Background: an optimization exercise with open tools, aiming at small area, a short achievable clock period and few clock cycles. Do not read the settings as production practice. At most, simulation tests tie the RTL to the original design; equivalence was not proved. Power is estimated from default activity; no workload was simulated.

## rawc_seq
module rawc_seq (
    input  wire        clk,
    input  wire        rst,         
    input  wire        cmd_valid,
    output wire        cmd_ready,
    input  wire [31:0] cmd_word,
    input  wire        wr_valid,
    output wire        wr_ready,
    input  wire [7:0]  wr_byte,
    output wire        rd_valid,
    output wire [7:0]  rd_byte,
    output wire        rsp_valid,
    input  wire        rsp_ready,
    output wire [31:0] rsp_word,
    output wire        p_valid,
    input  wire        p_ready,
    output wire [3:0]  p_kind,
    output wire [5:0]  p_reg,
    output wire        p_word,
    output wire [15:0] p_wdata,
    input  wire [31:0] p_rdata
);
    localparam [3:0] K_RD    = 4'd1;    
    localparam [3:0] K_WR    = 4'd2;    
    localparam [3:0] K_ARD   = 4'd3;    
    localparam [3:0] K_ARDB  = 4'd4;    
    localparam [3:0] K_AWR   = 4'd5;    
    localparam [3:0] K_AWRB  = 4'd6;    
    localparam [3:0] K_EDIS  = 4'd7;    
    localparam [3:0] K_EEN   = 4'd8;    
    localparam [3:0] K_TMR   = 4'd9;    
    localparam [3:0] K_DLY   = 4'd10;   
    localparam [3:0] K_DIAG  = 4'd11;   
    localparam [3:0] OP_INIT     = 4'h1;
    localparam [3:0] OP_ALLOC_M  = 4'h2;
    localparam [3:0] OP_ALLOC_D  = 4'h3;
    localparam [3:0] OP_DEALL_M  = 4'h4;
    localparam [3:0] OP_DEALL_D  = 4'h5;
    localparam [3:0] OP_MOUNT_RX = 4'h6;
    localparam [3:0] OP_SEND_M   = 4'h7;
    localparam [3:0] OP_SET_IDX  = 4'h8;
    localparam [3:0] OP_GET_IDX  = 4'h9;
    localparam [3:0] OP_READ_B   = 4'hA;
  ...
Size: about 1,200 cells after synthesis, roughly 83 flip-flops, about 9300 µm² of cells after synthesis.
clock: 5.0 ns
lec_check: 0
cap_margin: 20
core_margin: 2
core_utilization: 40
slew_margin: 20
run.sh (not shown) runs the stock make flow with config.mk's settings and CLKGATE_MAP_FILE= SYNTH_SCRIPT=/design/flow/synth_recipe.tcl, a recipe that flattens the netlist after the stock synthesis.
Testbench counts at the start, summed over its fixed seeds: cycles 146,720.
==> next run, changes <==
Settings changed: SETUP_SLACK_MARGIN set to 1.5.
What happened: Sequential power stays flat. Via count climbs by about 6.5%. Setup slack improves by 940 ps. Die area is unchanged. Wire length climbs by about 7%. Clock-buffer cell count drops by 1. Clock power drops by 5.0%.

* * *

rawc_seq, a different RTL version from the one above (not shown whole).
For scale: roughly 950 cells after synthesis, roughly 79 flip-flops, ~150 I/O pins, ~7600 sq um of cells after synthesis.
clock: 5.0 ns
lec_check: 0
cap_margin: 10
core_margin: 2
core_utilization: 55
setup_slack_margin: 1.6
slew_margin: 10
standard.sh (not shown) runs the stock make flow with config.mk's settings and CLKGATE_MAP_FILE= SYNTH_SCRIPT=/design/flow/synth_recipe.tcl, a recipe that flattens the netlist after the stock synthesis.
==> flow/flow/run.sh <==
#!/bin/bash
# Layout flow: the standard ORFS flow (standard.sh), with these changes:
#  - the port buffers inserted during placement use the smallest buffer cell;
#  - synthesis leaves adders to ABC instead of extracting half/full adder
#    cells (ADDER_MAP_FILE empty), so carry chains are mapped as logic; the
#    synthesis script and its register names are the standard ones;
#  - clock tree synthesis uses clkbuf_4/clkbuf_8 and adds no dummy loads.
set -euo pipefail
export BUFFER_PORTS_ARGS="-buffer_cell sky130_fd_sc_hd__buf_1"
export ADDER_MAP_FILE=
export CTS_ARGS="-sink_clustering_enable -repair_clock_nets -buf_list {sky130_fd_sc_hd__clkbuf_4 sky130_fd_sc_hd__clkbuf_8} -dont_use_dummy_load"
bash standard.sh > standard_flow.log 2>&1
Next try:
==> flow/flow/run.sh (replaced) <==
#!/bin/bash
# Layout flow: the standard ORFS flow (standard.sh), with two changes:
#  - the port buffers inserted during placement use the smallest buffer cell;
#  - synthesis leaves adders to ABC instead of extracting half/full adder
#    cells (ADDER_MAP_FILE empty), so carry chains are mapped as logic.
# The synthesis script and its register names are the standard ones.
set -euo pipefail
export BUFFER_PORTS_ARGS="-buffer_cell sky130_fd_sc_hd__buf_1"
export ADDER_MAP_FILE=
bash standard.sh > standard_flow.log 2>&1
--- a/flow/config.mk
+++ b/flow/config.mk
@@ -8 +8 @@
-export CAP_MARGIN = 10
+export CAP_MARGIN = 20
@@ -11,2 +11,3 @@
-export SETUP_SLACK_MARGIN = 1.6
-export SLEW_MARGIN = 10
+export CTS_BUF_LIST = sky130_fd_sc_hd__clkbuf_4 sky130_fd_sc_hd__clkbuf_8
+export SETUP_SLACK_MARGIN = 1.5
+export SLEW_MARGIN = 20
Effect:
- total power grows by 9.6%
- count of clock-buffer cells in the layout grows by 2
- flip-flop and latch count does not change
- core utilization grows by 0.47 points
- final cell count grows by 1.1%
Next try:
--- a/flow/flow/run.sh
+++ b/flow/flow/run.sh
@@ -2 +2 @@
-# Layout flow: the standard ORFS flow (standard.sh), with two changes:
+# Layout flow: the standard ORFS flow (standard.sh), with these changes:
@@ -5,2 +5,3 @@
-#    cells (ADDER_MAP_FILE empty), so carry chains are mapped as logic.
-# The synthesis script and its register names are the standard ones.
+#    cells (ADDER_MAP_FILE empty), so carry chains are mapped as logic; the
+#    synthesis script and its register names are the standard ones;
+#  - clock tree synthesis uses clkbuf_4/clkbuf_8 and adds no dummy loads.
@@ -9,0 +11 @@
+export CTS_ARGS="-sink_clustering_enable -repair_clock_nets -buf_list {sky130_fd_sc_hd__clkbuf_4 sky130_fd_sc_hd__clkbuf_8} -dont_use_dummy_load"
--- a/flow/config.mk
+++ b/flow/config.mk
@@ -11 +10,0 @@
-export CTS_BUF_LIST = sky130_fd_sc_hd__clkbuf_4 sky130_fd_sc_hd__clkbuf_8
Outcome:
- The changed run ran to the end with no violations
- register-to-register slack got worse by 0.08 ns
- via count fell by 0.53%
- first-iteration DRC count rose by 6.0%
- global-route usage barely changes
- combinational power rose by about 1%
- sequential share of layout area is about the same
- design area barely changes
- total power fell by 8.6%
Function was not checked in any run of this note: the RTL went through the layout flow alone.

## static timing again, ports no longer ideal
The results above use ideal ports. As a check the final layouts listed here were re-extracted and re-timed, cells and wires unchanged. Step 1 sets driving cells, clkbuf_16 on the clock port and buf_2 on the other inputs (assumed; they add their load-dependent delay and slew). Step 2 times the ports against the registers' clock, not the clock port: input delays grow and output delays shrink by t, the midpoint of the rising clock arrivals with the driver on. Slacks: ideal ports / drivers / drivers and shift; pairs: ideal ports / drivers.
run | t, ns | setup slack, ns | clock arrival spread, ns | worst data-port slew with drivers (ns)
the first run of note 1 | 0.401 | 0.238 / 0.264 / -0.137 | 0.013 / 0.014 | 0.04
the second run of note 1 | 0.400 | 1.181 / 1.166 / 0.766 | 0.010 / 0.010 | 0.06
the first run of note 2 | 0.409 | 1.576 / 1.585 / 1.176 | 0.026 / 0.026 | 0.04
the second run of note 2 | 0.412 | 1.498 / 1.499 / 1.087 | 0.015 / 0.014 | 0.04
the third run of note 2 | 0.406 | 1.488 / 1.474 / 1.068 | 0.022 / 0.022 | 0.07
With both steps, setup timing fails in the first run of note 1, where it was met with ideal ports. For the third run of note 2, which loses most, drivers alone change the setup slack by -0.014 ns; drivers and shift together by -0.420 ns.
